What follows belongs to an exercise in optimizing a design on an open flow for small area, a short achievable clock period and few clock cycles per item; a production flow would make more cautious choices.
The RTL was checked by simulation tests, not by an equivalence proof against the original design.
No activity file was given, so power comes from the tool's default toggle rates.

==> design.v <==
module si4464_rf_encoder #(
    parameter [31:0] FREQ_MIN_HZ    = 32'd400000000,
    parameter [31:0] FREQ_MAX_HZ    = 32'd406000000,
    parameter [31:0] BAND_MID_HZ    = 32'd403000000,
    parameter [7:0]  INT_LOW        = 8'd61,
    parameter [7:0]  INT_HIGH       = 8'd62,
    parameter [31:0] REF_DIVISOR_HZ = 32'd6500000,
    parameter [31:0] XTAL_FREQ_HZ   = 32'd26000000
) (
    input  wire        clk,
    input  wire        rst,         
    input  wire        in_valid,
    output wire        in_ready,
    input  wire [63:0] in_word,     
    input  wire [31:0] in_rb,       
    output reg         out_valid,
    input  wire        out_ready,
    output wire [3:0]  out_status,  
    output wire [2:0]  out_len,     
    output wire [39:0] out_data     
);
    wire [7:0]  opc     = in_word[63:56];
    wire        is_freq = (opc == 8'h11);
    wire        is_dr   = (opc == 8'h12) && (in_word[55:16] == 40'd0);
    wire [31:0] freq_hz = in_word[31:0];
    wire        hi_ok   = (freq_hz[31:28] == 4'd1) &&
                          (freq_hz[27] ? (freq_hz[26:22] == 5'd0) : (freq_hz[26:22] == 5'd31));
    wire [1:0]  osr_sel  = in_rb[27:26];
    wire [25:0] nco_mode = in_rb[25:0];
    wire        q_nz = (nco_mode >= 26'd26000000);     
    wire        q2   = (nco_mode >= 26'd52000000);     
    reg  [1:0]  t_in;
    always @(*) begin
        case (osr_sel)
            2'd1:    t_in = q2 ? 2'd3 : 2'd2;
            2'd2:    t_in = q2 ? 2'd2 : 2'd1;
            default: t_in = q2 ? 2'd1 : 2'd0;
        endcase
    end
    wire [23:0] adj_in = opc[1] ? {21'd0, q_nz, t_in} : in_word[55:32];
    reg         s1_valid;
    reg         s1_freq, s1_dr, s1_hi;
    reg  [21:0] s1_x;
    reg         s1_f27;
    reg  [23:0] s1_adj;
    wire [21:0] x   = s1_x;
    wire [21:0] xn  = ~x;
    wire        f27 = s1_f27;
    wire        s1_band = s1_hi && (s1_f27 ? (s1_x <= 22'd3346816) : (s1_x >= 22'd1541120));
    wire        low = !s1_f27 || (s1_x < 22'd346816);
    wire [23:0] adj = s1_adj;
    wire [15:0] bps   = s1_x[15:0];
    wire [1:0]  t     = s1_adj[1:0];
    wire [18:0] bps_t = {3'd0, bps} << t;
    wire [20:0] dr_a  = {bps_t, 2'b00};
    wire [18:0] dr_b  = bps_t;
    wire        sel_d = s1_dr && s1_adj[2];
    wire        sel_f = !s1_dr;
    wire ha0_s, ha0_c;
    si4464_ha u_ha0 (.a(x[19]), .b(x[17]), .s(ha0_s), .co(ha0_c));
    wire ha1_s, ha1_c;
    si4464_ha u_ha1 (.a(x[20]), .b(x[18]), .s(ha1_s), .co(ha1_c));
    wire ha2_s, ha2_c;
    si4464_ha u_ha2 (.a(x[21]), .b(x[19]), .s(ha2_s), .co(ha2_c));
    wire ha3_s, ha3_c;
    si4464_ha u_ha3 (.a(x[20]), .b(x[16]), .s(ha3_s), .co(ha3_c));
    wire ha4_s, ha4_c;
    si4464_ha u_ha4 (.a(x[21]), .b(x[16]), .s(ha4_s), .co(ha4_c));
    wire ha5_s, ha5_c;
    si4464_ha u_ha5 (.a(x[17]), .b(x[11]), .s(ha5_s), .co(ha5_c));
    wire ha6_s, ha6_c;
    si4464_ha u_ha6 (.a(x[19]), .b(x[13]), .s(ha6_s), .co(ha6_c));
    wire fa0_s, fa0_c;
    si4464_fa u_fa0 (.a(x[16]), .b(x[13]), .c(x[10]), .s(fa0_s), .co(fa0_c));
    wire fa1_s, fa1_c;
    si4464_fa u_fa1 (.a(x[17]), .b(x[14]), .c(x[11]), .s(fa1_s), .co(fa1_c));
    wire ha7_s, ha7_c;
    si4464_ha u_ha7 (.a(x[9]), .b(x[5]), .s(ha7_s), .co(ha7_c));
    wire fa2_s, fa2_c;
    si4464_fa u_fa2 (.a(x[18]), .b(x[15]), .c(x[12]), .s(fa2_s), .co(fa2_c));
    wire fa3_s, fa3_c;
    si4464_fa u_fa3 (.a(x[10]), .b(x[6]), .c(x[1]), .s(fa3_s), .co(fa3_c));
    wire ha8_s, ha8_c;
    assign ha8_s = !xn[4];
    assign ha8_c = xn[4];
    wire fa4_s, fa4_c;
    si4464_fa u_fa4 (.a(x[19]), .b(x[16]), .c(x[13]), .s(fa4_s), .co(fa4_c));
    wire fa5_s, fa5_c;
    si4464_fa u_fa5 (.a(x[11]), .b(x[7]), .c(x[2]), .s(fa5_s), .co(fa5_c));
    wire fa6_s, fa6_c;
    si4464_fa u_fa6 (.a(x[20]), .b(x[17]), .c(x[14]), .s(fa6_s), .co(fa6_c));
    wire fa7_s, fa7_c;
    si4464_fa u_fa7 (.a(x[12]), .b(x[8]), .c(x[3]), .s(fa7_s), .co(fa7_c));
    wire fa8_s, fa8_c;
    si4464_fa u_fa8 (.a(x[21]), .b(x[18]), .c(x[15]), .s(fa8_s), .co(fa8_c));
    wire fa9_s, fa9_c;
    si4464_fa u_fa9 (.a(x[13]), .b(x[9]), .c(x[4]), .s(fa9_s), .co(fa9_c));
    wire fa10_s, fa10_c;
    si4464_fa u_fa10 (.a(x[19]), .b(x[16]), .c(x[14]), .s(fa10_s), .co(fa10_c));
    wire fa11_s, fa11_c;
    si4464_fa u_fa11 (.a(x[10]), .b(x[5]), .c(f27), .s(fa11_s), .co(fa11_c));
    wire fa12_s, fa12_c;
    si4464_fa u_fa12 (.a(x[20]), .b(x[17]), .c(x[15]), .s(fa12_s), .co(fa12_c));
    wire fa13_s, fa13_c;
    si4464_fa u_fa13 (.a(x[11]), .b(x[6]), .c(x[0]), .s(fa13_s), .co(fa13_c));
    wire ha9_s, ha9_c;
    assign ha9_s = !xn[9];
    assign ha9_c = xn[9];
    wire fa14_s, fa14_c;
    si4464_fa u_fa14 (.a(x[21]), .b(x[18]), .c(x[16]), .s(fa14_s), .co(fa14_c));
    wire fa15_s, fa15_c;
    si4464_fa u_fa15 (.a(x[12]), .b(x[7]), .c(x[1]), .s(fa15_s), .co(fa15_c));
    wire fa16_s, fa16_c;
    assign fa16_s = !(xn[10] ^ xn[3]);
    assign fa16_c = xn[10] | xn[3];
    wire fa17_s, fa17_c;
    si4464_fa u_fa17 (.a(x[13]), .b(x[8]), .c(x[2]), .s(fa17_s), .co(fa17_c));
    wire fa18_s, fa18_c;
    assign fa18_s = !(x[0] ^ f27);
    assign fa18_c = x[0] | f27;
    wire fa19_s, fa19_c;
    si4464_fa u_fa19 (.a(xn[11]), .b(xn[4]), .c(ha0_s), .s(fa19_s), .co(fa19_c));
    wire fa20_s, fa20_c;
    si4464_fa u_fa20 (.a(x[14]), .b(x[9]), .c(x[3]), .s(fa20_s), .co(fa20_c));
    wire fa21_s, fa21_c;
    assign fa21_s = !(x[1] ^ xn[12]);
    assign fa21_c = x[1] | xn[12];
    wire fa22_s, fa22_c;
    si4464_fa u_fa22 (.a(xn[5]), .b(ha1_s), .c(ha0_c), .s(fa22_s), .co(fa22_c));
    wire fa23_s, fa23_c;
    si4464_fa u_fa23 (.a(x[15]), .b(x[10]), .c(x[4]), .s(fa23_s), .co(fa23_c));
    wire fa24_s, fa24_c;
    si4464_fa u_fa24 (.a(x[2]), .b(x[0]), .c(xn[13]), .s(fa24_s), .co(fa24_c));
    wire fa25_s, fa25_c;
    si4464_fa u_fa25 (.a(xn[6]), .b(ha2_s), .c(ha1_c), .s(fa25_s), .co(fa25_c));
    wire fa26_s, fa26_c;
    si4464_fa u_fa26 (.a(x[11]), .b(x[5]), .c(x[3]), .s(fa26_s), .co(fa26_c));
    wire fa27_s, fa27_c;
    si4464_fa u_fa27 (.a(x[1]), .b(f27), .c(xn[14]), .s(fa27_s), .co(fa27_c));
    wire fa28_s, fa28_c;
    si4464_fa u_fa28 (.a(xn[7]), .b(ha3_s), .c(ha2_c), .s(fa28_s), .co(fa28_c));
    wire fa29_s, fa29_c;
    si4464_fa u_fa29 (.a(x[21]), .b(x[17]), .c(x[12]), .s(fa29_s), .co(fa29_c));
    wire fa30_s, fa30_c;
    si4464_fa u_fa30 (.a(x[6]), .b(x[4]), .c(x[2]), .s(fa30_s), .co(fa30_c));
    wire fa31_s, fa31_c;
    si4464_fa u_fa31 (.a(xn[15]), .b(xn[8]), .c(ha3_c), .s(fa31_s), .co(fa31_c));
    wire fa32_s, fa32_c;
    si4464_fa u_fa32 (.a(x[18]), .b(x[13]), .c(x[7]), .s(fa32_s), .co(fa32_c));
    wire fa33_s, fa33_c;
    si4464_fa u_fa33 (.a(x[5]), .b(x[3]), .c(x[0]), .s(fa33_s), .co(fa33_c));
    wire fa34_s, fa34_c;
    si4464_fa u_fa34 (.a(f27), .b(xn[16]), .c(xn[9]), .s(fa34_s), .co(fa34_c));
    wire fa35_s, fa35_c;
    si4464_fa u_fa35 (.a(x[19]), .b(x[14]), .c(x[8]), .s(fa35_s), .co(fa35_c));
    wire fa36_s, fa36_c;
    si4464_fa u_fa36 (.a(x[6]), .b(x[4]), .c(x[1]), .s(fa36_s), .co(fa36_c));
    wire fa37_s, fa37_c;
    assign fa37_s = !(xn[17] ^ xn[10]);
    assign fa37_c = xn[17] | xn[10];
    wire fa38_s, fa38_c;
    si4464_fa u_fa38 (.a(x[20]), .b(x[15]), .c(x[9]), .s(fa38_s), .co(fa38_c));
    wire fa39_s, fa39_c;
    si4464_fa u_fa39 (.a(x[7]), .b(x[5]), .c(x[2]), .s(fa39_s), .co(fa39_c));
    wire fa40_s, fa40_c;
    si4464_fa u_fa40 (.a(x[0]), .b(xn[18]), .c(xn[11]), .s(fa40_s), .co(fa40_c));
    wire fa41_s, fa41_c;
    si4464_fa u_fa41 (.a(x[10]), .b(x[8]), .c(x[6]), .s(fa41_s), .co(fa41_c));
    wire fa42_s, fa42_c;
    assign fa42_s = !(x[3] ^ x[1]);
    assign fa42_c = x[3] | x[1];
    wire fa43_s, fa43_c;
    si4464_fa u_fa43 (.a(xn[19]), .b(xn[12]), .c(ha4_s), .s(fa43_s), .co(fa43_c));
    wire fa44_s, fa44_c;
    si4464_fa u_fa44 (.a(x[9]), .b(x[7]), .c(x[4]), .s(fa44_s), .co(fa44_c));
    wire fa45_s, fa45_c;
    si4464_fa u_fa45 (.a(x[2]), .b(f27), .c(xn[20]), .s(fa45_s), .co(fa45_c));
    wire fa46_s, fa46_c;
    si4464_fa u_fa46 (.a(xn[13]), .b(ha5_s), .c(ha4_c), .s(fa46_s), .co(fa46_c));
    wire fa47_s, fa47_c;
    si4464_fa u_fa47 (.a(x[18]), .b(x[12]), .c(x[10]), .s(fa47_s), .co(fa47_c));
    wire fa48_s, fa48_c;
    si4464_fa u_fa48 (.a(x[8]), .b(x[5]), .c(x[3]), .s(fa48_s), .co(fa48_c));
    wire fa49_s, fa49_c;
    si4464_fa u_fa49 (.a(xn[21]), .b(xn[14]), .c(ha5_c), .s(fa49_s), .co(fa49_c));
    wire fa50_s, fa50_c;
    si4464_fa u_fa50 (.a(x[11]), .b(x[9]), .c(x[6]), .s(fa50_s), .co(fa50_c));
    wire fa51_s, fa51_c;
    si4464_fa u_fa51 (.a(x[4]), .b(!f27), .c(adj[0]), .s(fa51_s), .co(fa51_c));
    wire fa52_s, fa52_c;
    assign fa52_s = !(xn[15] ^ ha6_s);
    assign fa52_c = xn[15] | ha6_s;
    wire fa53_s, fa53_c;
    si4464_fa u_fa53 (.a(x[20]), .b(x[14]), .c(x[12]), .s(fa53_s), .co(fa53_c));
    wire fa54_s, fa54_c;
    si4464_fa u_fa54 (.a(x[10]), .b(x[7]), .c(x[5]), .s(fa54_s), .co(fa54_c));
    wire fa55_s, fa55_c;
    si4464_fa u_fa55 (.a(adj[1]), .b(xn[16]), .c(ha6_c), .s(fa55_s), .co(fa55_c));
    wire fa56_s, fa56_c;
    si4464_fa u_fa56 (.a(x[21]), .b(x[15]), .c(x[13]), .s(fa56_s), .co(fa56_c));
    wire fa57_s, fa57_c;
    si4464_fa u_fa57 (.a(x[11]), .b(x[8]), .c(x[6]), .s(fa57_s), .co(fa57_c));
    wire ha10_s, ha10_c;
    si4464_ha u_ha10 (.a(adj[2]), .b(xn[17]), .s(ha10_s), .co(ha10_c));
    wire fa58_s, fa58_c;
    si4464_fa u_fa58 (.a(x[16]), .b(x[14]), .c(x[12]), .s(fa58_s), .co(fa58_c));
    wire fa59_s, fa59_c;
    si4464_fa u_fa59 (.a(x[9]), .b(x[7]), .c(f27), .s(fa59_s), .co(fa59_c));
    wire ha11_s, ha11_c;
    si4464_ha u_ha11 (.a(adj[3]), .b(xn[18]), .s(ha11_s), .co(ha11_c));
    wire fa60_s, fa60_c;
    si4464_fa u_fa60 (.a(x[17]), .b(x[15]), .c(x[13]), .s(fa60_s), .co(fa60_c));
    wire fa61_s, fa61_c;
    si4464_fa u_fa61 (.a(x[10]), .b(x[8]), .c(adj[4]), .s(fa61_s), .co(fa61_c));
    wire ha12_s, ha12_c;
    assign ha12_s = !xn[19];
    assign ha12_c = xn[19];
    wire fa62_s, fa62_c;
    si4464_fa u_fa62 (.a(x[18]), .b(x[16]), .c(x[14]), .s(fa62_s), .co(fa62_c));
    wire fa63_s, fa63_c;
    si4464_fa u_fa63 (.a(x[11]), .b(x[9]), .c(adj[5]), .s(fa63_s), .co(fa63_c));
    wire ha13_s, ha13_c;
    assign ha13_s = !xn[20];
    assign ha13_c = xn[20];
    wire fa64_s, fa64_c;
    si4464_fa u_fa64 (.a(x[19]), .b(x[17]), .c(x[15]), .s(fa64_s), .co(fa64_c));
    wire fa65_s, fa65_c;
    si4464_fa u_fa65 (.a(x[12]), .b(x[10]), .c(adj[6]), .s(fa65_s), .co(fa65_c));
    wire fa66_s, fa66_c;
    si4464_fa u_fa66 (.a(x[20]), .b(x[18]), .c(x[16]), .s(fa66_s), .co(fa66_c));
    wire ha14_s, ha14_c;
    si4464_ha u_ha14 (.a(x[13]), .b(x[11]), .s(ha14_s), .co(ha14_c));
    wire fa67_s, fa67_c;
    si4464_fa u_fa67 (.a(x[21]), .b(x[19]), .c(x[17]), .s(fa67_s), .co(fa67_c));
    wire ha15_s, ha15_c;
    si4464_ha u_ha15 (.a(x[20]), .b(x[18]), .s(ha15_s), .co(ha15_c));
    wire fa68_s, fa68_c;
    si4464_fa u_fa68 (.a(x[8]), .b(x[4]), .c(!f27), .s(fa68_s), .co(fa68_c));
    wire fa69_s, fa69_c;
    assign fa69_s = !(x[0] ^ xn[3]);
    assign fa69_c = x[0] | xn[3];
    wire ha16_s, ha16_c;
    si4464_ha u_ha16 (.a(ha7_s), .b(fa0_c), .s(ha16_s), .co(ha16_c));
    wire fa70_s, fa70_c;
    si4464_fa u_fa70 (.a(ha8_s), .b(ha7_c), .c(fa1_c), .s(fa70_s), .co(fa70_c));
    wire fa71_s, fa71_c;
    si4464_fa u_fa71 (.a(fa2_s), .b(fa3_s), .c(!low), .s(fa71_s), .co(fa71_c));
    wire fa72_s, fa72_c;
    si4464_fa u_fa72 (.a(xn[5]), .b(ha8_c), .c(fa2_c), .s(fa72_s), .co(fa72_c));
    wire fa73_s, fa73_c;
    si4464_fa u_fa73 (.a(fa3_c), .b(fa4_s), .c(fa5_s), .s(fa73_s), .co(fa73_c));
    wire fa74_s, fa74_c;
    assign fa74_s = !(xn[6] ^ fa4_c);
    assign fa74_c = xn[6] | fa4_c;
    wire fa75_s, fa75_c;
    si4464_fa u_fa75 (.a(fa5_c), .b(fa6_s), .c(fa7_s), .s(fa75_s), .co(fa75_c));
    wire fa76_s, fa76_c;
    si4464_fa u_fa76 (.a(xn[7]), .b(xn[0]), .c(fa6_c), .s(fa76_s), .co(fa76_c));
    wire fa77_s, fa77_c;
    si4464_fa u_fa77 (.a(fa7_c), .b(fa8_s), .c(fa9_s), .s(fa77_s), .co(fa77_c));
    wire fa78_s, fa78_c;
    si4464_fa u_fa78 (.a(xn[8]), .b(xn[1]), .c(fa8_c), .s(fa78_s), .co(fa78_c));
    wire fa79_s, fa79_c;
    si4464_fa u_fa79 (.a(fa9_c), .b(fa10_s), .c(fa11_s), .s(fa79_s), .co(fa79_c));
    wire fa80_s, fa80_c;
    si4464_fa u_fa80 (.a(xn[2]), .b(ha9_s), .c(fa10_c), .s(fa80_s), .co(fa80_c));
    wire fa81_s, fa81_c;
    si4464_fa u_fa81 (.a(fa11_c), .b(fa12_s), .c(fa13_s), .s(fa81_s), .co(fa81_c));
    wire fa82_s, fa82_c;
    si4464_fa u_fa82 (.a(ha9_c), .b(fa16_s), .c(fa12_c), .s(fa82_s), .co(fa82_c));
    wire fa83_s, fa83_c;
    si4464_fa u_fa83 (.a(fa13_c), .b(fa14_s), .c(fa15_s), .s(fa83_s), .co(fa83_c));
    wire fa84_s, fa84_c;
    si4464_fa u_fa84 (.a(fa18_s), .b(fa16_c), .c(fa14_c), .s(fa84_s), .co(fa84_c));
    wire fa85_s, fa85_c;
    si4464_fa u_fa85 (.a(fa15_c), .b(fa17_s), .c(fa19_s), .s(fa85_s), .co(fa85_c));
    wire fa86_s, fa86_c;
    si4464_fa u_fa86 (.a(fa18_c), .b(fa21_s), .c(fa17_c), .s(fa86_s), .co(fa86_c));
    wire fa87_s, fa87_c;
    si4464_fa u_fa87 (.a(fa20_s), .b(fa19_c), .c(fa22_s), .s(fa87_s), .co(fa87_c));
    wire fa88_s, fa88_c;
    si4464_fa u_fa88 (.a(fa21_c), .b(fa20_c), .c(fa23_s), .s(fa88_s), .co(fa88_c));
    wire fa89_s, fa89_c;
    si4464_fa u_fa89 (.a(fa24_s), .b(fa22_c), .c(fa25_s), .s(fa89_s), .co(fa89_c));
    wire fa90_s, fa90_c;
    si4464_fa u_fa90 (.a(fa23_c), .b(fa26_s), .c(fa24_c), .s(fa90_s), .co(fa90_c));
    wire fa91_s, fa91_c;
    si4464_fa u_fa91 (.a(fa27_s), .b(fa25_c), .c(fa28_s), .s(fa91_s), .co(fa91_c));
    wire fa92_s, fa92_c;
    si4464_fa u_fa92 (.a(fa26_c), .b(fa29_s), .c(fa30_s), .s(fa92_s), .co(fa92_c));
    wire fa93_s, fa93_c;
    si4464_fa u_fa93 (.a(fa27_c), .b(fa28_c), .c(fa31_s), .s(fa93_s), .co(fa93_c));
    wire fa94_s, fa94_c;
    si4464_fa u_fa94 (.a(fa29_c), .b(fa30_c), .c(fa32_s), .s(fa94_s), .co(fa94_c));
    wire fa95_s, fa95_c;
    si4464_fa u_fa95 (.a(fa33_s), .b(fa34_s), .c(fa31_c), .s(fa95_s), .co(fa95_c));
    wire fa96_s, fa96_c;
    si4464_fa u_fa96 (.a(fa37_s), .b(fa32_c), .c(fa33_c), .s(fa96_s), .co(fa96_c));
    wire fa97_s, fa97_c;
    si4464_fa u_fa97 (.a(fa35_s), .b(fa36_s), .c(fa34_c), .s(fa97_s), .co(fa97_c));
    wire fa98_s, fa98_c;
    si4464_fa u_fa98 (.a(fa37_c), .b(fa35_c), .c(fa36_c), .s(fa98_s), .co(fa98_c));
    wire fa99_s, fa99_c;
    si4464_fa u_fa99 (.a(fa38_s), .b(fa39_s), .c(fa40_s), .s(fa99_s), .co(fa99_c));
    wire fa100_s, fa100_c;
    si4464_fa u_fa100 (.a(fa42_s), .b(fa38_c), .c(fa39_c), .s(fa100_s), .co(fa100_c));
    wire fa101_s, fa101_c;
    si4464_fa u_fa101 (.a(fa41_s), .b(fa40_c), .c(fa43_s), .s(fa101_s), .co(fa101_c));
    wire fa102_s, fa102_c;
    si4464_fa u_fa102 (.a(fa42_c), .b(fa41_c), .c(fa44_s), .s(fa102_s), .co(fa102_c));
    wire fa103_s, fa103_c;
    si4464_fa u_fa103 (.a(fa45_s), .b(fa43_c), .c(fa46_s), .s(fa103_s), .co(fa103_c));
    wire fa104_s, fa104_c;
    si4464_fa u_fa104 (.a(fa44_c), .b(fa47_s), .c(fa48_s), .s(fa104_s), .co(fa104_c));
    wire fa105_s, fa105_c;
    si4464_fa u_fa105 (.a(fa45_c), .b(fa46_c), .c(fa49_s), .s(fa105_s), .co(fa105_c));
    wire fa106_s, fa106_c;
    si4464_fa u_fa106 (.a(fa47_c), .b(fa48_c), .c(fa50_s), .s(fa106_s), .co(fa106_c));
    wire fa107_s, fa107_c;
    si4464_fa u_fa107 (.a(fa51_s), .b(fa52_s), .c(fa49_c), .s(fa107_s), .co(fa107_c));
    wire fa108_s, fa108_c;
    si4464_fa u_fa108 (.a(fa50_c), .b(fa51_c), .c(fa53_s), .s(fa108_s), .co(fa108_c));
    wire fa109_s, fa109_c;
    si4464_fa u_fa109 (.a(fa54_s), .b(fa52_c), .c(fa55_s), .s(fa109_s), .co(fa109_c));
    wire fa110_s, fa110_c;
    si4464_fa u_fa110 (.a(ha10_s), .b(fa53_c), .c(fa54_c), .s(fa110_s), .co(fa110_c));
    wire fa111_s, fa111_c;
    si4464_fa u_fa111 (.a(fa56_s), .b(fa57_s), .c(fa55_c), .s(fa111_s), .co(fa111_c));
    wire fa112_s, fa112_c;
    si4464_fa u_fa112 (.a(ha11_s), .b(ha10_c), .c(fa56_c), .s(fa112_s), .co(fa112_c));
    wire fa113_s, fa113_c;
    si4464_fa u_fa113 (.a(fa57_c), .b(fa58_s), .c(fa59_s), .s(fa113_s), .co(fa113_c));
    wire fa114_s, fa114_c;
    si4464_fa u_fa114 (.a(ha12_s), .b(ha11_c), .c(fa58_c), .s(fa114_s), .co(fa114_c));
    wire fa115_s, fa115_c;
    si4464_fa u_fa115 (.a(fa59_c), .b(fa60_s), .c(fa61_s), .s(fa115_s), .co(fa115_c));
    wire fa116_s, fa116_c;
    si4464_fa u_fa116 (.a(ha12_c), .b(ha13_s), .c(fa60_c), .s(fa116_s), .co(fa116_c));
    wire fa117_s, fa117_c;
    si4464_fa u_fa117 (.a(fa61_c), .b(fa62_s), .c(fa63_s), .s(fa117_s), .co(fa117_c));
    wire fa118_s, fa118_c;
    si4464_fa u_fa118 (.a(xn[21]), .b(ha13_c), .c(fa62_c), .s(fa118_s), .co(fa118_c));
    wire fa119_s, fa119_c;
    si4464_fa u_fa119 (.a(fa63_c), .b(fa64_s), .c(fa65_s), .s(fa119_s), .co(fa119_c));
    wire fa120_s, fa120_c;
    si4464_fa u_fa120 (.a(!f27), .b(adj[7]), .c(ha14_s), .s(fa120_s), .co(fa120_c));
    wire fa121_s, fa121_c;
    si4464_fa u_fa121 (.a(fa64_c), .b(fa65_c), .c(fa66_s), .s(fa121_s), .co(fa121_c));
    wire fa122_s, fa122_c;
    si4464_fa u_fa122 (.a(x[14]), .b(x[12]), .c(adj[8]), .s(fa122_s), .co(fa122_c));
    wire fa123_s, fa123_c;
    si4464_fa u_fa123 (.a(ha14_c), .b(fa66_c), .c(fa67_s), .s(fa123_s), .co(fa123_c));
    wire fa124_s, fa124_c;
    si4464_fa u_fa124 (.a(x[15]), .b(x[13]), .c(f27), .s(fa124_s), .co(fa124_c));
    wire fa125_s, fa125_c;
    si4464_fa u_fa125 (.a(adj[9]), .b(ha15_s), .c(fa67_c), .s(fa125_s), .co(fa125_c));
    wire fa126_s, fa126_c;
    si4464_fa u_fa126 (.a(x[21]), .b(x[19]), .c(x[16]), .s(fa126_s), .co(fa126_c));
    wire fa127_s, fa127_c;
    si4464_fa u_fa127 (.a(x[14]), .b(adj[10]), .c(ha15_c), .s(fa127_s), .co(fa127_c));
    wire fa128_s, fa128_c;
    si4464_fa u_fa128 (.a(x[20]), .b(x[17]), .c(x[15]), .s(fa128_s), .co(fa128_c));
    wire fa129_s, fa129_c;
    assign fa129_s = !(f27 ^ adj[11]);
    assign fa129_c = f27 | adj[11];
    wire fa130_s, fa130_c;
    si4464_fa u_fa130 (.a(x[21]), .b(x[18]), .c(x[16]), .s(fa130_s), .co(fa130_c));
    wire fa131_s, fa131_c;
    si4464_fa u_fa131 (.a(x[19]), .b(x[17]), .c(f27), .s(fa131_s), .co(fa131_c));
    wire ha17_s, ha17_c;
    si4464_ha u_ha17 (.a(x[20]), .b(x[18]), .s(ha17_s), .co(ha17_c));
    wire ha18_s, ha18_c;
    assign ha18_s = !xn[2];
    assign ha18_c = xn[2];
    wire fa132_s, fa132_c;
    si4464_fa u_fa132 (.a(fa69_s), .b(fa68_c), .c(fa1_s), .s(fa132_s), .co(fa132_c));
    wire fa133_s, fa133_c;
    si4464_fa u_fa133 (.a(fa69_c), .b(ha16_c), .c(fa70_s), .s(fa133_s), .co(fa133_c));
    wire fa134_s, fa134_c;
    si4464_fa u_fa134 (.a(fa70_c), .b(fa72_s), .c(fa73_s), .s(fa134_s), .co(fa134_c));
    wire fa135_s, fa135_c;
    si4464_fa u_fa135 (.a(fa74_s), .b(fa72_c), .c(fa73_c), .s(fa135_s), .co(fa135_c));
    wire fa136_s, fa136_c;
    si4464_fa u_fa136 (.a(fa74_c), .b(fa76_s), .c(fa75_c), .s(fa136_s), .co(fa136_c));
    wire fa137_s, fa137_c;
    si4464_fa u_fa137 (.a(fa76_c), .b(fa78_s), .c(fa77_c), .s(fa137_s), .co(fa137_c));
    wire fa138_s, fa138_c;
    si4464_fa u_fa138 (.a(fa78_c), .b(fa80_s), .c(fa79_c), .s(fa138_s), .co(fa138_c));
    wire fa139_s, fa139_c;
    si4464_fa u_fa139 (.a(fa80_c), .b(fa82_s), .c(fa81_c), .s(fa139_s), .co(fa139_c));
    wire fa140_s, fa140_c;
    si4464_fa u_fa140 (.a(fa82_c), .b(fa84_s), .c(fa83_c), .s(fa140_s), .co(fa140_c));
    wire fa141_s, fa141_c;
    si4464_fa u_fa141 (.a(fa84_c), .b(fa86_s), .c(fa85_c), .s(fa141_s), .co(fa141_c));
    wire fa142_s, fa142_c;
    si4464_fa u_fa142 (.a(fa86_c), .b(fa88_s), .c(fa87_c), .s(fa142_s), .co(fa142_c));
    wire fa143_s, fa143_c;
    si4464_fa u_fa143 (.a(fa88_c), .b(fa90_s), .c(fa89_c), .s(fa143_s), .co(fa143_c));
    wire fa144_s, fa144_c;
    si4464_fa u_fa144 (.a(fa92_s), .b(fa90_c), .c(fa91_c), .s(fa144_s), .co(fa144_c));
    wire fa145_s, fa145_c;
    si4464_fa u_fa145 (.a(fa92_c), .b(fa94_s), .c(fa95_s), .s(fa145_s), .co(fa145_c));
    wire fa146_s, fa146_c;
    si4464_fa u_fa146 (.a(fa96_s), .b(fa94_c), .c(fa97_s), .s(fa146_s), .co(fa146_c));
    wire fa147_s, fa147_c;
    si4464_fa u_fa147 (.a(fa96_c), .b(fa98_s), .c(fa97_c), .s(fa147_s), .co(fa147_c));
    wire fa148_s, fa148_c;
    si4464_fa u_fa148 (.a(fa98_c), .b(fa100_s), .c(fa99_c), .s(fa148_s), .co(fa148_c));
    wire fa149_s, fa149_c;
    si4464_fa u_fa149 (.a(fa100_c), .b(fa102_s), .c(fa101_c), .s(fa149_s), .co(fa149_c));
    wire fa150_s, fa150_c;
    si4464_fa u_fa150 (.a(fa102_c), .b(fa104_s), .c(fa103_c), .s(fa150_s), .co(fa150_c));
    wire fa151_s, fa151_c;
    si4464_fa u_fa151 (.a(fa104_c), .b(fa106_s), .c(fa107_s), .s(fa151_s), .co(fa151_c));
    wire fa152_s, fa152_c;
    si4464_fa u_fa152 (.a(fa106_c), .b(fa108_s), .c(fa107_c), .s(fa152_s), .co(fa152_c));
    wire fa153_s, fa153_c;
    si4464_fa u_fa153 (.a(fa110_s), .b(fa108_c), .c(fa111_s), .s(fa153_s), .co(fa153_c));
    wire fa154_s, fa154_c;
    si4464_fa u_fa154 (.a(fa110_c), .b(fa112_s), .c(fa113_s), .s(fa154_s), .co(fa154_c));
    wire fa155_s, fa155_c;
    si4464_fa u_fa155 (.a(fa112_c), .b(fa114_s), .c(fa113_c), .s(fa155_s), .co(fa155_c));
    wire fa156_s, fa156_c;
    si4464_fa u_fa156 (.a(fa114_c), .b(fa116_s), .c(fa115_c), .s(fa156_s), .co(fa156_c));
    wire fa157_s, fa157_c;
    si4464_fa u_fa157 (.a(fa116_c), .b(fa118_s), .c(fa117_c), .s(fa157_s), .co(fa157_c));
    wire fa158_s, fa158_c;
    si4464_fa u_fa158 (.a(fa120_s), .b(fa118_c), .c(fa119_c), .s(fa158_s), .co(fa158_c));
    wire fa159_s, fa159_c;
    si4464_fa u_fa159 (.a(fa122_s), .b(fa120_c), .c(fa121_c), .s(fa159_s), .co(fa159_c));
    wire fa160_s, fa160_c;
    si4464_fa u_fa160 (.a(fa122_c), .b(fa124_s), .c(fa125_s), .s(fa160_s), .co(fa160_c));
    wire fa161_s, fa161_c;
    si4464_fa u_fa161 (.a(fa124_c), .b(fa126_s), .c(fa127_s), .s(fa161_s), .co(fa161_c));
    wire fa162_s, fa162_c;
    si4464_fa u_fa162 (.a(fa129_s), .b(fa126_c), .c(fa128_s), .s(fa162_s), .co(fa162_c));
    wire fa163_s, fa163_c;
    si4464_fa u_fa163 (.a(adj[12]), .b(fa129_c), .c(fa128_c), .s(fa163_s), .co(fa163_c));
    wire fa164_s, fa164_c;
    assign fa164_s = !(adj[13] ^ fa130_c);
    assign fa164_c = adj[13] | fa130_c;
    wire fa165_s, fa165_c;
    assign fa165_s = !(adj[14] ^ ha17_s);
    assign fa165_c = adj[14] | ha17_s;
    wire fa166_s, fa166_c;
    si4464_fa u_fa166 (.a(x[21]), .b(x[19]), .c(adj[15]), .s(fa166_s), .co(fa166_c));
    wire ha19_s, ha19_c;
    si4464_ha u_ha19 (.a(x[20]), .b(f27), .s(ha19_s), .co(ha19_c));
    wire ha20_s, ha20_c;
    si4464_ha u_ha20 (.a(x[21]), .b(adj[17]), .s(ha20_s), .co(ha20_c));
    wire ha21_s, ha21_c;
    si4464_ha u_ha21 (.a(ha18_s), .b(fa68_s), .s(ha21_s), .co(ha21_c));
    wire fa167_s, fa167_c;
    si4464_fa u_fa167 (.a(ha18_c), .b(ha16_s), .c(fa132_s), .s(fa167_s), .co(fa167_c));
    wire fa168_s, fa168_c;
    si4464_fa u_fa168 (.a(fa132_c), .b(fa71_s), .c(fa133_s), .s(fa168_s), .co(fa168_c));
    wire fa169_s, fa169_c;
    si4464_fa u_fa169 (.a(fa71_c), .b(fa133_c), .c(fa134_s), .s(fa169_s), .co(fa169_c));
    wire fa170_s, fa170_c;
    si4464_fa u_fa170 (.a(fa75_s), .b(fa135_s), .c(fa134_c), .s(fa170_s), .co(fa170_c));
    wire fa171_s, fa171_c;
    si4464_fa u_fa171 (.a(fa77_s), .b(fa135_c), .c(fa136_s), .s(fa171_s), .co(fa171_c));
    wire fa172_s, fa172_c;
    si4464_fa u_fa172 (.a(fa79_s), .b(fa136_c), .c(fa137_s), .s(fa172_s), .co(fa172_c));
    wire fa173_s, fa173_c;
    si4464_fa u_fa173 (.a(fa81_s), .b(fa137_c), .c(fa138_s), .s(fa173_s), .co(fa173_c));
    wire fa174_s, fa174_c;
    si4464_fa u_fa174 (.a(fa83_s), .b(fa138_c), .c(fa139_s), .s(fa174_s), .co(fa174_c));
    wire fa175_s, fa175_c;
    si4464_fa u_fa175 (.a(fa85_s), .b(fa139_c), .c(fa140_s), .s(fa175_s), .co(fa175_c));
    wire fa176_s, fa176_c;
    si4464_fa u_fa176 (.a(fa87_s), .b(fa140_c), .c(fa141_s), .s(fa176_s), .co(fa176_c));
    wire fa177_s, fa177_c;
    si4464_fa u_fa177 (.a(fa89_s), .b(fa141_c), .c(fa142_s), .s(fa177_s), .co(fa177_c));
    wire fa178_s, fa178_c;
    si4464_fa u_fa178 (.a(fa91_s), .b(fa142_c), .c(fa143_s), .s(fa178_s), .co(fa178_c));
    wire fa179_s, fa179_c;
    si4464_fa u_fa179 (.a(fa93_s), .b(fa143_c), .c(fa144_s), .s(fa179_s), .co(fa179_c));
    wire fa180_s, fa180_c;
    si4464_fa u_fa180 (.a(fa93_c), .b(fa144_c), .c(fa145_s), .s(fa180_s), .co(fa180_c));
    wire fa181_s, fa181_c;
    si4464_fa u_fa181 (.a(fa95_c), .b(fa146_s), .c(fa145_c), .s(fa181_s), .co(fa181_c));
    wire fa182_s, fa182_c;
    si4464_fa u_fa182 (.a(fa99_s), .b(fa147_s), .c(fa146_c), .s(fa182_s), .co(fa182_c));
    wire fa183_s, fa183_c;
    si4464_fa u_fa183 (.a(fa101_s), .b(fa147_c), .c(fa148_s), .s(fa183_s), .co(fa183_c));
    wire fa184_s, fa184_c;
    si4464_fa u_fa184 (.a(fa103_s), .b(fa148_c), .c(fa149_s), .s(fa184_s), .co(fa184_c));
    wire fa185_s, fa185_c;
    si4464_fa u_fa185 (.a(fa105_s), .b(fa149_c), .c(fa150_s), .s(fa185_s), .co(fa185_c));
    wire fa186_s, fa186_c;
    si4464_fa u_fa186 (.a(fa105_c), .b(fa150_c), .c(fa151_s), .s(fa186_s), .co(fa186_c));
    wire fa187_s, fa187_c;
    si4464_fa u_fa187 (.a(fa109_s), .b(fa152_s), .c(fa151_c), .s(fa187_s), .co(fa187_c));
    wire fa188_s, fa188_c;
    si4464_fa u_fa188 (.a(fa109_c), .b(fa152_c), .c(fa153_s), .s(fa188_s), .co(fa188_c));
    wire fa189_s, fa189_c;
    si4464_fa u_fa189 (.a(fa111_c), .b(fa154_s), .c(fa153_c), .s(fa189_s), .co(fa189_c));
    wire fa190_s, fa190_c;
    si4464_fa u_fa190 (.a(fa115_s), .b(fa155_s), .c(fa154_c), .s(fa190_s), .co(fa190_c));
    wire fa191_s, fa191_c;
    si4464_fa u_fa191 (.a(fa117_s), .b(fa155_c), .c(fa156_s), .s(fa191_s), .co(fa191_c));
    wire fa192_s, fa192_c;
    si4464_fa u_fa192 (.a(fa119_s), .b(fa156_c), .c(fa157_s), .s(fa192_s), .co(fa192_c));
    wire fa193_s, fa193_c;
    si4464_fa u_fa193 (.a(fa121_s), .b(fa157_c), .c(fa158_s), .s(fa193_s), .co(fa193_c));
    wire fa194_s, fa194_c;
    si4464_fa u_fa194 (.a(fa123_s), .b(fa158_c), .c(fa159_s), .s(fa194_s), .co(fa194_c));
    wire fa195_s, fa195_c;
    si4464_fa u_fa195 (.a(fa123_c), .b(fa159_c), .c(fa160_s), .s(fa195_s), .co(fa195_c));
    wire fa196_s, fa196_c;
    si4464_fa u_fa196 (.a(fa125_c), .b(fa161_s), .c(fa160_c), .s(fa196_s), .co(fa196_c));
    wire fa197_s, fa197_c;
    si4464_fa u_fa197 (.a(fa127_c), .b(fa162_s), .c(fa161_c), .s(fa197_s), .co(fa197_c));
    wire fa198_s, fa198_c;
    si4464_fa u_fa198 (.a(fa130_s), .b(fa163_s), .c(fa162_c), .s(fa198_s), .co(fa198_c));
    wire fa199_s, fa199_c;
    si4464_fa u_fa199 (.a(fa131_s), .b(fa164_s), .c(fa163_c), .s(fa199_s), .co(fa199_c));
    wire fa200_s, fa200_c;
    si4464_fa u_fa200 (.a(fa131_c), .b(fa165_s), .c(fa164_c), .s(fa200_s), .co(fa200_c));
    wire fa201_s, fa201_c;
    si4464_fa u_fa201 (.a(ha17_c), .b(fa166_s), .c(fa165_c), .s(fa201_s), .co(fa201_c));
    wire fa202_s, fa202_c;
    si4464_fa u_fa202 (.a(adj[16]), .b(ha19_s), .c(fa166_c), .s(fa202_s), .co(fa202_c));
    wire fa203_s, fa203_c;
    assign fa203_s = !(ha20_s ^ ha19_c);
    assign fa203_c = ha20_s | ha19_c;
    wire fa204_s, fa204_c;
    si4464_fa u_fa204 (.a(f27), .b(adj[18]), .c(ha20_c), .s(fa204_s), .co(fa204_c));
    wire fa205_s, fa205_c;
    assign fa205_s = !(adj[19] ^ low);
    assign fa205_c = adj[19] | low;
    wire ha22_s, ha22_c;
    assign ha22_s = !adj[20];
    assign ha22_c = adj[20];
    wire ha23_s, ha23_c;
    assign ha23_s = !adj[21];
    assign ha23_c = adj[21];
    wire ha24_s, ha24_c;
    assign ha24_s = !adj[22];
    assign ha24_c = adj[22];
    wire g0 = ha21_s & fa0_s;
    wire p0 = ha21_s | fa0_s;
    wire g1 = fa167_s & ha21_c;
    wire p1 = fa167_s | ha21_c;
    wire g2 = fa168_s & fa167_c;
    wire p2 = fa168_s | fa167_c;
    wire g3 = fa169_s & fa168_c;
    wire p3 = fa169_s | fa168_c;
    wire g4 = fa170_s & fa169_c;
    wire p4 = fa170_s | fa169_c;
    wire g5 = fa171_s & fa170_c;
    wire p5 = fa171_s | fa170_c;
    wire g6 = fa172_s & fa171_c;
    wire p6 = fa172_s | fa171_c;
    wire g7 = fa173_s & fa172_c;
    wire p7 = fa173_s | fa172_c;
    wire g8 = fa174_s & fa173_c;
    wire p8 = fa174_s | fa173_c;
    wire g9 = fa175_s & fa174_c;
    wire p9 = fa175_s | fa174_c;
    wire g10 = fa176_s & fa175_c;
    wire p10 = fa176_s | fa175_c;
    wire g11 = fa177_s & fa176_c;
    wire p11 = fa177_s | fa176_c;
    wire g12 = fa178_s & fa177_c;
    wire p12 = fa178_s | fa177_c;
    wire g13 = fa179_s & fa178_c;
    wire p13 = fa179_s | fa178_c;
    wire g14 = fa180_s & fa179_c;
    wire p14 = fa180_s | fa179_c;
    wire g15 = fa181_s & fa180_c;
    wire p15 = fa181_s | fa180_c;
    wire g16 = fa182_s & fa181_c;
    wire p16 = fa182_s | fa181_c;
    wire g17 = fa183_s & fa182_c;
    wire p17 = fa183_s | fa182_c;
    wire g18 = fa184_s & fa183_c;
    wire p18 = fa184_s | fa183_c;
    wire g19 = fa185_s & fa184_c;
    wire p19 = fa185_s | fa184_c;
    wire a20 = (sel_f & fa186_s) | (sel_d & dr_a[0]);
    wire b20 = (sel_f & fa185_c) | (sel_d & dr_b[0]);
    wire a21 = (sel_f & fa187_s) | (sel_d & dr_a[1]);
    wire b21 = (sel_f & fa186_c) | (sel_d & dr_b[1]);
    wire a22 = (sel_f & fa188_s) | (sel_d & dr_a[2]);
    wire b22 = (sel_f & fa187_c) | (sel_d & dr_b[2]);
    wire a23 = (sel_f & fa189_s) | (sel_d & dr_a[3]);
    wire b23 = (sel_f & fa188_c) | (sel_d & dr_b[3]);
    wire a24 = (sel_f & fa190_s) | (sel_d & dr_a[4]);
    wire b24 = (sel_f & fa189_c) | (sel_d & dr_b[4]);
    wire a25 = (sel_f & fa191_s) | (sel_d & dr_a[5]);
    wire b25 = (sel_f & fa190_c) | (sel_d & dr_b[5]);
    wire a26 = (sel_f & fa192_s) | (sel_d & dr_a[6]);
    wire b26 = (sel_f & fa191_c) | (sel_d & dr_b[6]);
    wire a27 = (sel_f & fa193_s) | (sel_d & dr_a[7]);
    wire b27 = (sel_f & fa192_c) | (sel_d & dr_b[7]);
    wire a28 = (sel_f & fa194_s) | (sel_d & dr_a[8]);
    wire b28 = (sel_f & fa193_c) | (sel_d & dr_b[8]);
    wire a29 = (sel_f & fa195_s) | (sel_d & dr_a[9]);
    wire b29 = (sel_f & fa194_c) | (sel_d & dr_b[9]);
    wire a30 = (sel_f & fa196_s) | (sel_d & dr_a[10]);
    wire b30 = (sel_f & fa195_c) | (sel_d & dr_b[10]);
    wire a31 = (sel_f & fa197_s) | (sel_d & dr_a[11]);
    wire b31 = (sel_f & fa196_c) | (sel_d & dr_b[11]);
    wire a32 = (sel_f & fa198_s) | (sel_d & dr_a[12]);
    wire b32 = (sel_f & fa197_c) | (sel_d & dr_b[12]);
    wire a33 = (sel_f & fa199_s) | (sel_d & dr_a[13]);
    wire b33 = (sel_f & fa198_c) | (sel_d & dr_b[13]);
    wire a34 = (sel_f & fa200_s) | (sel_d & dr_a[14]);
    wire b34 = (sel_f & fa199_c) | (sel_d & dr_b[14]);
    wire a35 = (sel_f & fa201_s) | (sel_d & dr_a[15]);
    wire b35 = (sel_f & fa200_c) | (sel_d & dr_b[15]);
    wire a36 = (sel_f & fa202_s) | (sel_d & dr_a[16]);
    wire b36 = (sel_f & fa201_c) | (sel_d & dr_b[16]);
    wire a37 = (sel_f & fa203_s) | (sel_d & dr_a[17]);
    wire b37 = (sel_f & fa202_c) | (sel_d & dr_b[17]);
    wire a38 = (sel_f & fa204_s) | (sel_d & dr_a[18]);
    wire b38 = (sel_f & fa203_c) | (sel_d & dr_b[18]);
    wire a39 = (sel_f & fa205_s) | (sel_d & dr_a[19]);
    wire b39 = (sel_f & fa204_c) | (sel_d & 1'b0);
    wire a40 = (sel_f & ha22_s) | (sel_d & dr_a[20]);
    wire b40 = (sel_f & fa205_c) | (sel_d & 1'b0);
    wire a41 = (sel_f & ha23_s) | (sel_d & 1'b0);
    wire b41 = (sel_f & ha22_c) | (sel_d & 1'b0);
    wire a42 = ha24_s;
    wire b42 = ha23_c;
    wire a43 = !adj[23];
    wire b43 = ha24_c;
    wire a44 = 1'b1;
    wire b44 = 1'b0;
    wire m0_g = g1 | (p1 & g0);
    wire m1_g = g2 | (p2 & m0_g);
    wire m2_g = g4 | (p4 & g3);
    wire m2_p = p4 & p3;
    wire m3_g = m2_g | (m2_p & m1_g);
    wire m4_g = g6 | (p6 & g5);
    wire m4_p = p6 & p5;
    wire m5_g = g7 | (p7 & m4_g);
    wire m5_p = p7 & m4_p;
    wire m6_g = g9 | (p9 & g8);
    wire m6_p = p9 & p8;
    wire m7_g = m6_g | (m6_p & m5_g);
    wire m7_p = m6_p & m5_p;
    wire m8_g = m7_g | (m7_p & m3_g);
    wire m9_g = g11 | (p11 & g10);
    wire m9_p = p11 & p10;
    wire m10_g = g12 | (p12 & m9_g);
    wire m10_p = p12 & m9_p;
    wire m11_g = g14 | (p14 & g13);
    wire m11_p = p14 & p13;
    wire m12_g = m11_g | (m11_p & m10_g);
    wire m12_p = m11_p & m10_p;
    wire m13_g = g16 | (p16 & g15);
    wire m13_p = p16 & p15;
    wire m14_g = g17 | (p17 & m13_g);
    wire m14_p = p17 & m13_p;
    wire m15_g = g19 | (p19 & g18);
    wire m15_p = p19 & p18;
    wire m16_g = m15_g | (m15_p & m14_g);
    wire m16_p = m15_p & m14_p;
    wire m17_g = m16_g | (m16_p & m12_g);
    wire m17_p = m16_p & m12_p;
    wire m18_g = m17_g | (m17_p & m8_g);
    wire c20 = sel_f & m18_g;
    wire s20, c21;
    si4464_fa u_r20 (.a(a20), .b(b20), .c(c20), .s(s20), .co(c21));
    wire s21, c22;
    si4464_fa u_r21 (.a(a21), .b(b21), .c(c21), .s(s21), .co(c22));
    wire s22, c23;
    si4464_fa u_r22 (.a(a22), .b(b22), .c(c22), .s(s22), .co(c23));
    wire s23, c24;
    si4464_fa u_r23 (.a(a23), .b(b23), .c(c23), .s(s23), .co(c24));
    wire s24, c25;
    si4464_fa u_r24 (.a(a24), .b(b24), .c(c24), .s(s24), .co(c25));
    wire s25, c26;
    si4464_fa u_r25 (.a(a25), .b(b25), .c(c25), .s(s25), .co(c26));
    wire s26, c27;
    si4464_fa u_r26 (.a(a26), .b(b26), .c(c26), .s(s26), .co(c27));
    wire s27, c28;
    si4464_fa u_r27 (.a(a27), .b(b27), .c(c27), .s(s27), .co(c28));
    wire s28, c29;
    si4464_fa u_r28 (.a(a28), .b(b28), .c(c28), .s(s28), .co(c29));
    wire s29, c30;
    si4464_fa u_r29 (.a(a29), .b(b29), .c(c29), .s(s29), .co(c30));
    wire s30, c31;
    si4464_fa u_r30 (.a(a30), .b(b30), .c(c30), .s(s30), .co(c31));
    wire s31, c32;
    si4464_fa u_r31 (.a(a31), .b(b31), .c(c31), .s(s31), .co(c32));
    wire s32, c33;
    si4464_fa u_r32 (.a(a32), .b(b32), .c(c32), .s(s32), .co(c33));
    wire s33, c34;
    si4464_fa u_r33 (.a(a33), .b(b33), .c(c33), .s(s33), .co(c34));
    wire s34, c35;
    si4464_fa u_r34 (.a(a34), .b(b34), .c(c34), .s(s34), .co(c35));
    wire s35, c36;
    si4464_fa u_r35 (.a(a35), .b(b35), .c(c35), .s(s35), .co(c36));
    wire s36, c37;
    si4464_fa u_r36 (.a(a36), .b(b36), .c(c36), .s(s36), .co(c37));
    wire s37, c38;
    si4464_fa u_r37 (.a(a37), .b(b37), .c(c37), .s(s37), .co(c38));
    wire s38, c39;
    si4464_fa u_r38 (.a(a38), .b(b38), .c(c38), .s(s38), .co(c39));
    wire s39, c40;
    si4464_fa u_r39 (.a(a39), .b(b39), .c(c39), .s(s39), .co(c40));
    wire s40, c41;
    si4464_fa u_r40 (.a(a40), .b(b40), .c(c40), .s(s40), .co(c41));
    wire s41, c42;
    si4464_fa u_r41 (.a(a41), .b(b41), .c(c41), .s(s41), .co(c42));
    wire s42, c43;
    si4464_fa u_r42 (.a(a42), .b(b42), .c(c42), .s(s42), .co(c43));
    wire s43, c44;
    si4464_fa u_r43 (.a(a43), .b(b43), .c(c43), .s(s43), .co(c44));
    wire s44 = a44 ^ b44 ^ c44;
    wire [24:0] sum = {s44, s43, s42, s41, s40, s39, s38, s37, s36, s35, s34, s33, s32, s31, s30, s29, s28, s27, s26, s25, s24, s23, s22, s21, s20};
    wire        f_ok = s1_freq && s1_band && !sum[24];
    wire [1:0]  res_kind = f_ok ? 2'd0 : s1_dr ? 2'd1 : s1_freq ? 2'd2 : 2'd3;
    wire [26:0] res = {res_kind, !low, sum[23:0]};
    reg [26:0] h, k;
    reg        h_fok, h_nfok, h_dok, h_ndok, h_ok, h_fbad, h_ill;
    reg        k_valid, in_rdy;
    assign in_ready = in_rdy;
    wire take   = out_valid && out_ready;
    wire accept = in_valid && in_rdy;
    wire full   = out_valid && k_valid;
    wire move   = s1_valid && !full;        
    wire s1_en  = !(s1_valid && full);      
    wire h_en   = !out_valid || take;
    wire s1_valid_nx = s1_en ? accept : 1'b1;
    wire out_valid_nx = h_en ? (k_valid || move) : 1'b1;
    wire k_valid_nx = k_valid ? !take : (move && out_valid && !take);
    always @(posedge clk) begin
        if (rst) begin
            s1_valid  <= 1'b0;
            out_valid <= 1'b0;
            k_valid   <= 1'b0;
            in_rdy    <= 1'b1;
        end else begin
            s1_valid  <= s1_valid_nx;
            out_valid <= out_valid_nx;
            k_valid   <= k_valid_nx;
            in_rdy    <= !(s1_valid_nx && out_valid_nx && k_valid_nx);
        end
    end
    always @(posedge clk) begin
        if (s1_en) begin
            s1_freq <= is_freq;
            s1_dr   <= is_dr;
            s1_hi   <= hi_ok;
            s1_x    <= freq_hz[21:0];
            s1_f27  <= freq_hz[27];
            s1_adj  <= adj_in;
        end
    end
    wire [26:0] h_src  = k_valid ? k : res;
    wire [1:0]  h_kind = h_src[26:25];
    always @(posedge clk) begin
        if (!k_valid) k <= res;
        if (h_en) begin
            h      <= h_src;
            h_fok  <= (h_kind == 2'd0);
            h_nfok <= (h_kind != 2'd0);
            h_dok  <= (h_kind == 2'd1);
            h_ndok <= (h_kind != 2'd1);
            h_ok   <= !h_kind[1];
            h_fbad <= (h_kind == 2'd2);
            h_ill  <= (h_kind == 2'd3);
        end
    end
    wire        r_nhi  = h[24];
    wire [23:0] v      = h[23:0];
    assign out_status = {h_ill, h_ill, h_fbad, !h_ok};
    assign out_len    = {h_fok, h_dok, h_ok};
    assign out_data[39:32] = {1'b0, h_dok && v[21], h_fok || (h_dok && v[20]),
                              h_fok || (h_dok && v[19]), h_fok || (h_dok && v[18]),
                              h_fok || (h_dok && v[17]), h_dok && v[16],
                              (h_fok && r_nhi) || (h_dok && v[15])};
    assign out_data[31:24] = h_dok ? v[14:7] : 8'd0;
    assign out_data[23:16] = (h_fok ? v[23:16] : 8'd0) | (!h_ndok ? {v[6:0], 1'b0} : 8'd0);
    assign out_data[15:0]  = !h_nfok ? v[15:0] : 16'd0;
endmodule
module si4464_fa (input wire a, input wire b, input wire c,
                  output wire s, output wire co);
    assign s  = a ^ b ^ c;
    assign co = (a & b) | (a & c) | (b & c);
endmodule
module si4464_ha (input wire a, input wire b, output wire s, output wire co);
    assign s  = a ^ b;
    assign co = a & b;
endmodule
==> flow/run.sh <==
#!/bin/bash
# The standard layout: the standard.sh runs every ORFS step from
# synthesis to finish (its output is in standard.log, each tool's own log in
# orfs/logs/). Two settings differ from the defaults:
#  - the buffer ORFS puts on every input and output port is buf_1, the
#    smallest buffer, instead of clkdlybuf4s50_1;
#  - clock tree synthesis uses clkbuf_8 below a clkbuf_16 root and inserts
#    no dummy loads.
set -euo pipefail
export BUFFER_PORTS_ARGS="-buffer_cell sky130_fd_sc_hd__buf_1"
export CTS_ARGS="-sink_clustering_enable -repair_clock_nets -dont_use_dummy_load -buf_list sky130_fd_sc_hd__clkbuf_4 -root_buf sky130_fd_sc_hd__clkbuf_16"
bash standard.sh > standard.log 2>&1
==> standard.sh <==
#!/bin/bash
# synth_recipe.tcl (not shown) runs the flow's synth.tcl, then flattens the netlist and writes it again
# the make line also repeats each setting of config.mk as NAME=value (left out here)
make -C /OpenROAD-flow-scripts/flow DESIGN_CONFIG=/design/flow/config.mk WORK_HOME=/design/flow/orfs CLKGATE_MAP_FILE= SYNTH_SCRIPT=/design/flow/synth_recipe.tcl "${@:-finish}"
==> config.mk <==
export PLATFORM = sky130hd
export DESIGN_NAME = si4464_rf_encoder
export DESIGN_NICKNAME = si4464_rf_encoder
export VERILOG_FILES = /design/flow/design.v
export SDC_FILE = /design/flow/constraint.sdc
export NUM_CORES = 4
export LEC_CHECK = 0
export CAP_MARGIN = 20
export CORE_MARGIN = 2
export CORE_UTILIZATION = 40
export PLACE_DENSITY = 0.6
export SLEW_MARGIN = 20
export SYNTH_HIERARCHICAL = 1
==> constraint.sdc <==
create_clock -name core_clock -period 70.0 [get_ports {clk}]
set_input_delay 14.0000 -clock core_clock [delete_from_list [all_inputs] [get_ports {clk}]]
set_output_delay 14.0000 -clock core_clock [all_outputs]
set_load 0.01 [all_outputs]
==> results of run 1 <==
state kept, by name, indices dropped and copies added, names as in the netlist, 22 cells and up:
signal / cells
k: 27
h: 25
s1_adj: 24
s1_x: 22
tightest hold or removal path, stage by stage, from the launching register on:
cell and delay, ps:
dfxtp_1 330, nand2_1 50, o31ai_1 70
kinds of logic (layout without fill, tap and decap cells):
family                     after synthesis  after routing  share of synthesized area [%]
other                                    1              1                         0.0358
adders and majority gates              250            250                           45.4
AOI/OAI and AO/OA                      143            143                           8.88
DFF                                    113            113                           29.4
buffers and inverters                  135            278                           5.13
muxes                                   37             37                           3.82
and+or+nand+nor                        140            140                           7.29
area by class of cell:
cell class / instances / area [sq um]
inverters: 106 / 398
multi-input cells: 571 / 6860
well taps: 335 / 419
repair buffers: 155 / 653
flip-flops and latches: 113 / 3080
clock buffers: 17 / 145
fillers: 2377 / 14400
where the power goes:
part	switching (W)	internal, W
clock network	0.0000213	0.0000132
logic	0.000125	0.000112
registers	0.00000766	0.000101
total	0.000154	0.000226
layout by cell type, fill, tap and decap left out, types with 8 or more instances in the layout:
master / instances
and2_1: 12
nor2b_1: 36
buf_4: 19
nand2_1: 21
nor2_1: 24
fa_1: 217
o22a_1: 14
a21oi_1: 16
mux2_2: 24
clkbuf_4: 16
buf_1: 136
ha_1: 32
inv_1: 106
edfxtp_1: 82
dfxtp_1: 31
nor4_1: 11
o21ai_0: 55
o22ai_1: 8
mux2i_1: 13
per-layer routing:
metal	wire length [um]	up-vias	share of wire, %	GRT usage (%)
met5	0	-	0	0
met4	350	0	1.4	5.33
met3	1680	23	6.8	3.60
met2	11700	274	47	30.0
met1	11200	3389	45	27.1
li1	-	3049	-	-
per-module statistics from Yosys, one instance, submodules excluded:
module             cells  area (sq um)  copies in the design
si4464_fa              1          20.0                   217
si4464_rf_encoder    585          5910                     1
si4464_ha              1          12.5                    17
final timing paths:
| check | from | end | slack (ps) | depth (start not counted) |
|---|---|---|---|---|
| worst max register to register | s1_f27 | h_ndok | 54860 | 39 |
| worst min register to register | k[24] | k[24] | 470 | 2 |
| worst max-delay path | h_fok | out_data[32] | 54600 | 2 |
| worst min-delay path | k[24] | k[24] | 470 | 2 |
stage by stage:
step | std cells | power [W]
global placement | 1280 | 0.000340
finish | 1297 | 0.000380
global route | 1297 | 0.000421
detailed placement | 1280 | 0.000346
floorplan | 819 | 0.000276
CTS | 1297 | 0.000383
==> impl_metrics.yaml, run 1 <==
power_and_ir_drop:
  p_per_area_nw_per_um2: 32.9
  p_leak_nw: 4.50
  peakVddDrop_mv: 0.0180
sta:
  rsz0062_at_grt: "false"
  final_max_slew_viol_count: 0
  relSlewSlack_pct: 35.2
  period_minus_slack_ps: 15400
  hold_slack_ps: 468
  setup_viol: 0
  tightest_slew_ps: 972
  tns_ps: 0
  skew_ps: 56.5
  postLayoutSetupSlackWorst_ps: 54600
  fmax_mhz: 65.0
  post-route-period-util_pct: 22.0
  hold_viol_final: 0
cells_and_area:
  layout-drive-gt1-share_pct: 7.38
  antenna_cells: 0
  final_area_sq_um: 11600
  nNetsFinal: 1313
  post-route-util_pct: 44.6
  area_growth_pct: 10.3
hold_path:
  hp-class: "flip-flop to flip-flop"
clock_network:
  cts_tree: "yes"
  post_cts_buffers: 0
  insertion_delay_ps: 370
  cts-root-buf: "clkbuf_16"
  holdBufCountCts: 0
  clock_sinks: 113
  htree_num_levels: 4
  cts.repair.resized: 0
  numCtsBuffers: 17
  clk_pin_slew_ps: 110
  clock_path_buffers: 2
synthesis:
  yosysWarnings: 7
  avgSynthCellArea_sq_um: 12.8
  synth_most_common_cell: "fa_1"
  ys.flop_type: "edfxtp_1"
  synthTopCellsByArea: "fa_1 41%, edfxtp_1 24%, dfxtp_1 5.9%"
  synth_common_cells: "217 x fa_1, 106 x inv_1, 82 x edfxtp_1, 55 x o21ai_0, 36 x nor2b_1"
  netlist_area_sq_um: 10500
  ys_types: 56
  yosys.area.top_type: "fa_1"
  synth-seq-cells: 113
  synth_top_area_share_pct: 41.5
  ys_seq_area_share_pct: 29.4
  syn_nets: 1168
  ys_async_sr_fraction_pct: 0
  synth_edf_count: 82
  syn-instance-count: 819
floorplanning:
  fp.dieH_um: 166
  die_w_um: 166
  start_util_pct: 40.4
  dieArea_sq_um: 27500
  core_area_sq_um: 25900
  io_pins: 149
  num_rows: 59
worst_setup_path:
  max_stage_delay_ps: 650
  worst_setup_path_start_kind: "flip-flop"
  path_cells: "a22o_1 -> buf_1"
  cp.required_ps: 56000
  cp_top_family: "flip-flops"
  worst_ep_arrival_time_ps: 1400
  critPathSlowestCell: "edfxtp_1"
  cp_num_buf_inv: 1
  critPathCaptureType: "output pin"
  cp_max_fo: 14
  worstSetupPathType: "flip-flop to output pin"
grt:
  antenna_found_initial: 0
  grt_pass1_vias: 7131
  grt_overflow_total: 0
  grt_max_degree: 55
  grt_first_pass_wirelength_um: 39900
  grt.total_usage_pct: 19.0
placed_design:
  dpl_cell_area_sq_um: 11400
  gp_congestion: 0.858
  portBuffers: 136
  pre_cts_ws_ps: 54320
  hpwl_um: 19100
detailed_routing:
  drcViolationCount: 0
  drt-total-wl_um: 24900
  drt_first_iter_violations: 382
  ant_nets: 0
  num_vias: 6735
  first_pass_iters: 5
  post_drt_wl_per_cell_um: 19.2
  avgViaCountPerCell: 5.19
outcome:
  status: "timing/DRC/antenna clean"
job:
  max_cap_viol_count: 0
Testbench counts, summed over its fixed seeds: cycles 16,016, items 16,000.
==> inputs of run 2 (changes only) <==
--- a/flow/run.sh
+++ b/flow/run.sh
@@ -10,3 +10,3 @@
 export BUFFER_PORTS_ARGS="-buffer_cell sky130_fd_sc_hd__buf_1"
-export CTS_ARGS="-sink_clustering_enable -repair_clock_nets -dont_use_dummy_load -buf_list sky130_fd_sc_hd__clkbuf_4 -root_buf sky130_fd_sc_hd__clkbuf_16"
+export CTS_ARGS="-sink_clustering_enable -repair_clock_nets -dont_use_dummy_load -buf_list \"sky130_fd_sc_hd__clkbuf_4 sky130_fd_sc_hd__clkbuf_8\" -root_buf sky130_fd_sc_hd__clkbuf_16"
 bash standard.sh > standard.log 2>&1
==> run 2 against run 1 <==
- sequential power hardly changed
- worst hold slack worse by 7.9 ps
- area after synthesis unchanged
- synthesized cell count is the same
- routed wire length grew 0.81%
- clock skew is 21 ps lower
- sequential share of layout area fell by 0.23 points
- core utilization is 0.39 points higher
- critical path type unchanged
- still clean on timing, DRC and antenna
- largest power group unchanged
==> impl_metrics.yaml, run 2 <==
detailed_routing:
  drt_first_iter_violations: 413
  avgViaCountPerCell: 5.17
  first_pass_iters: 5
  drcViolationCount: 0
  drt-total-wl_um: 25100
  post_drt_wl_per_cell_um: 19.3
  ant_nets: 0
  num_vias: 6708
synthesis:
  yosys.area.top_type: "fa_1"
  ys_async_sr_fraction_pct: 0
  yosys.area_share.adder_pct: 45.4
  synth-seq-cells: 113
  avgSynthCellArea_sq_um: 12.8
  yosys.area_share.xor_xnor_pct: 0
  synth_compound_area_share_pct: 8.88
  synth_top_family_by_area: "adder cells"
  synth_top_area_share_pct: 41.5
  ys_types: 56
  synth_common_cells: "217 x fa_1, 106 x inv_1, 82 x edfxtp_1, 55 x o21ai_0, 36 x nor2b_1"
  synth_edf_count: 82
  synth_most_common_cell: "fa_1"
  synthTopCellsByArea: "fa_1 41%, edfxtp_1 24%, dfxtp_1 5.9%"
  synth.area.mux_share_pct: 3.82
  syn-instance-count: 819
  ys_seq_area_share_pct: 29.4
  ys.flop_type: "edfxtp_1"
  netlist_area_sq_um: 10500
  syn_nets: 1168
  synth-simple-area-share_pct: 7.29
  yosysWarnings: 7
worst_setup_path:
  cp_max_fo: 14
  worstSetupPathType: "flip-flop to output pin"
  critPathSlowestCell: "edfxtp_1"
  worst_ep_arrival_time_ps: 1410
  max_stage_delay_ps: 640
  path_cells: "a22o_1 -> buf_1"
  cp.required_ps: 56000
  critPathCaptureType: "output pin"
  worst_setup_path_start_kind: "flip-flop"
outcome:
  status: "timing/DRC/antenna clean"
power_and_ir_drop:
  p_leak_nw: 4.54
  finalPower_w: 0.000391
  peakVddDrop_mv: 0.0213
  p_per_area_nw_per_um2: 33.5
cells_and_area:
  layout-drive-gt1-share_pct: 7.38
  regMostFlops: "k"
  multi_input_area_sq_um: 6860
  seq_area_sq_um: 3080
  antenna_cells: 0
  largest_reg_flops: 27
  post-route-util_pct: 45.0
  layout_commonest_cell: "fa_1"
  nNetsFinal: 1313
  fillers: 2364
  reg.largest.list: "k: 27 flops, h: 25 flops, s1_adj: 24 flops"
  area_growth_pct: 11.3
  final_cell_mix: "217 x fa_1, 136 x buf_1, 106 x inv_1"
sta:
  period_minus_slack_ps: 15410
  setup_viol: 0
  hold_slack_ps: 460
  hold_viol_final: 0
  rsz0062_at_grt: "false"
  tightest_slew_ps: 995
  relSlewSlack_pct: 33.7
  skew_ps: 35.1
  fmax_mhz: 64.9
  post-route-period-util_pct: 22.0
  final_max_slew_viol_count: 0
  tns_ps: 0
clock_network:
  holdBufCountCts: 0
  clk_pin_slew_ps: 70
  clock_path_buffers: 2
  cts_tree: "yes"
  numCtsBuffers: 17
  cts.repair.resized: 0
  insertion_delay_ps: 370
  htree_num_levels: 4
  cts-root-buf: "clkbuf_16"
  clock_sinks: 113
  post_cts_buffers: 0
placed_design:
  hpwl_um: 19100
  gp_congestion: 0.858
  portBuffers: 136
floorplanning:
  core_area_sq_um: 25900
  start_util_pct: 40.4
  num_rows: 59
  fp.dieH_um: 166
  io_pins: 149
  dieArea_sq_um: 27500
  die_w_um: 166
hold_path:
  hp-class: "flip-flop to flip-flop"
grt:
  grt_max_degree: 55
  grt_first_pass_wirelength_um: 40000
  grt_pass1_vias: 7142
  antenna_found_initial: 0
  grt.total_usage_pct: 19.0
  grt_overflow_total: 0
job:
  max_cap_viol_count: 0
-- run 2: cell types whose count changed in the layout (fill, tap and decap cells not counted) --
cell,previous run,this run
clkbuf_8,0,16
clkbuf_4,16,0
-- run 2: power breakdown --
part / total (W) / internal [W] / switching [W]
Clock: 0.0000460 / 0.0000227 / 0.0000233
Combinational: 0.000236 / 0.000112 / 0.000124
Sequential: 0.000109 / 0.000101 / 0.00000767
-- run 2: final timing paths --
kind	endpoint	startpoint	slack, ps	cells past startpoint
worst min-delay path	k[24]	k[24]	460	2
worst max-delay path	out_data[32]	h_fok	54590	2
worst min register to register	k[24]	k[24]	460	2
worst max register to register	h_ndok	s1_f27	54870	39
-- run 2: per-module statistics from Yosys, one instance, submodules excluded --
module / flops+latches / area, sq um / copies in the design / cells inside
si4464_rf_encoder: 113 / 5910 / 1 / 585
si4464_fa: 0 / 20.0 / 217 / 1
si4464_ha: 0 / 12.5 / 17 / 1
-- run 2: area by class of cell --
| cell class | count | area share (%) |
|---|---|---|
| flip-flops and latches | 113 | 26.5 |
| inverters | 106 | 3.41 |
| well taps | 335 | 3.60 |
| clock buffers | 17 | 2.10 |
| multi-input cells | 571 | 58.8 |
| repair buffers | 155 | 5.60 |
-- run 2: cell families (layout without fill, tap and decap cells) --
| logic type | Yosys count | count (layout) |
|---|---|---|
| mux | 37 | 37 |
| fa+ha+maj | 250 | 250 |
| other cells | 1 | 1 |
| buf+inv | 135 | 278 |
| simple gates | 140 | 140 |
| compound gates | 143 | 143 |
| flops | 113 | 113 |
-- run 2: stage by stage --
| stage | cells | setup WS (ps) | instance area, sq um |
|---|---|---|---|
| finish | 1297 | 54590 | 11700 |
| global route | 1297 | 54300 | 11700 |
| CTS | 1297 | 54560 | 11700 |
| detailed placement | 1280 | 54320 | 11400 |
| global placement | 1280 | 54400 | 11400 |
| floorplan | 819 | 54680 | 10500 |
-- run 2: worst max-delay path, delay by kind of cell, from the launching register on --
family                 cells  cell delay (ps)
flip-flops                 1              640
AO/OA/AOI/OAI              1              250
buffers and inverters      1              160
-- run 2: layer usage --
metal,GRT usage (%),wire length (um)
met3,3.60,1610
met2,29.9,11700
met4,5.56,388
met5,0,0
met1,27.2,11400

[separate check: timing with driven ports]
Ports are ideal in the flow. The routed layouts listed here were re-timed in OpenROAD.
Step 1 sets driving cells, clkbuf_16 on the clock port and buf_2 on the other inputs (assumed; they add their load-dependent delay and slew).
Step 2 times the ports against the registers' clock, not the clock port: input delays grow and output delays shrink by t, the midpoint of the rising clock arrivals with the driver on.
Slacks: ideal / step 1 / step 2; pairs: ideal / step 1.
run | shift t [ns] | slack for setup (ns) | worst setup path at the end | worst data-port slew with drivers (ns)
run 1 | 0.395 | 54.604 / 54.555 / 54.330 | input to register | 0.04
run 2 | 0.402 | 54.595 / 54.548 / 54.331 | input to register | 0.04
After both steps setup and hold are still met in every run listed. For run 1, which loses most, drivers alone change the setup slack by -0.049 ns; drivers and shift together by -0.274 ns.
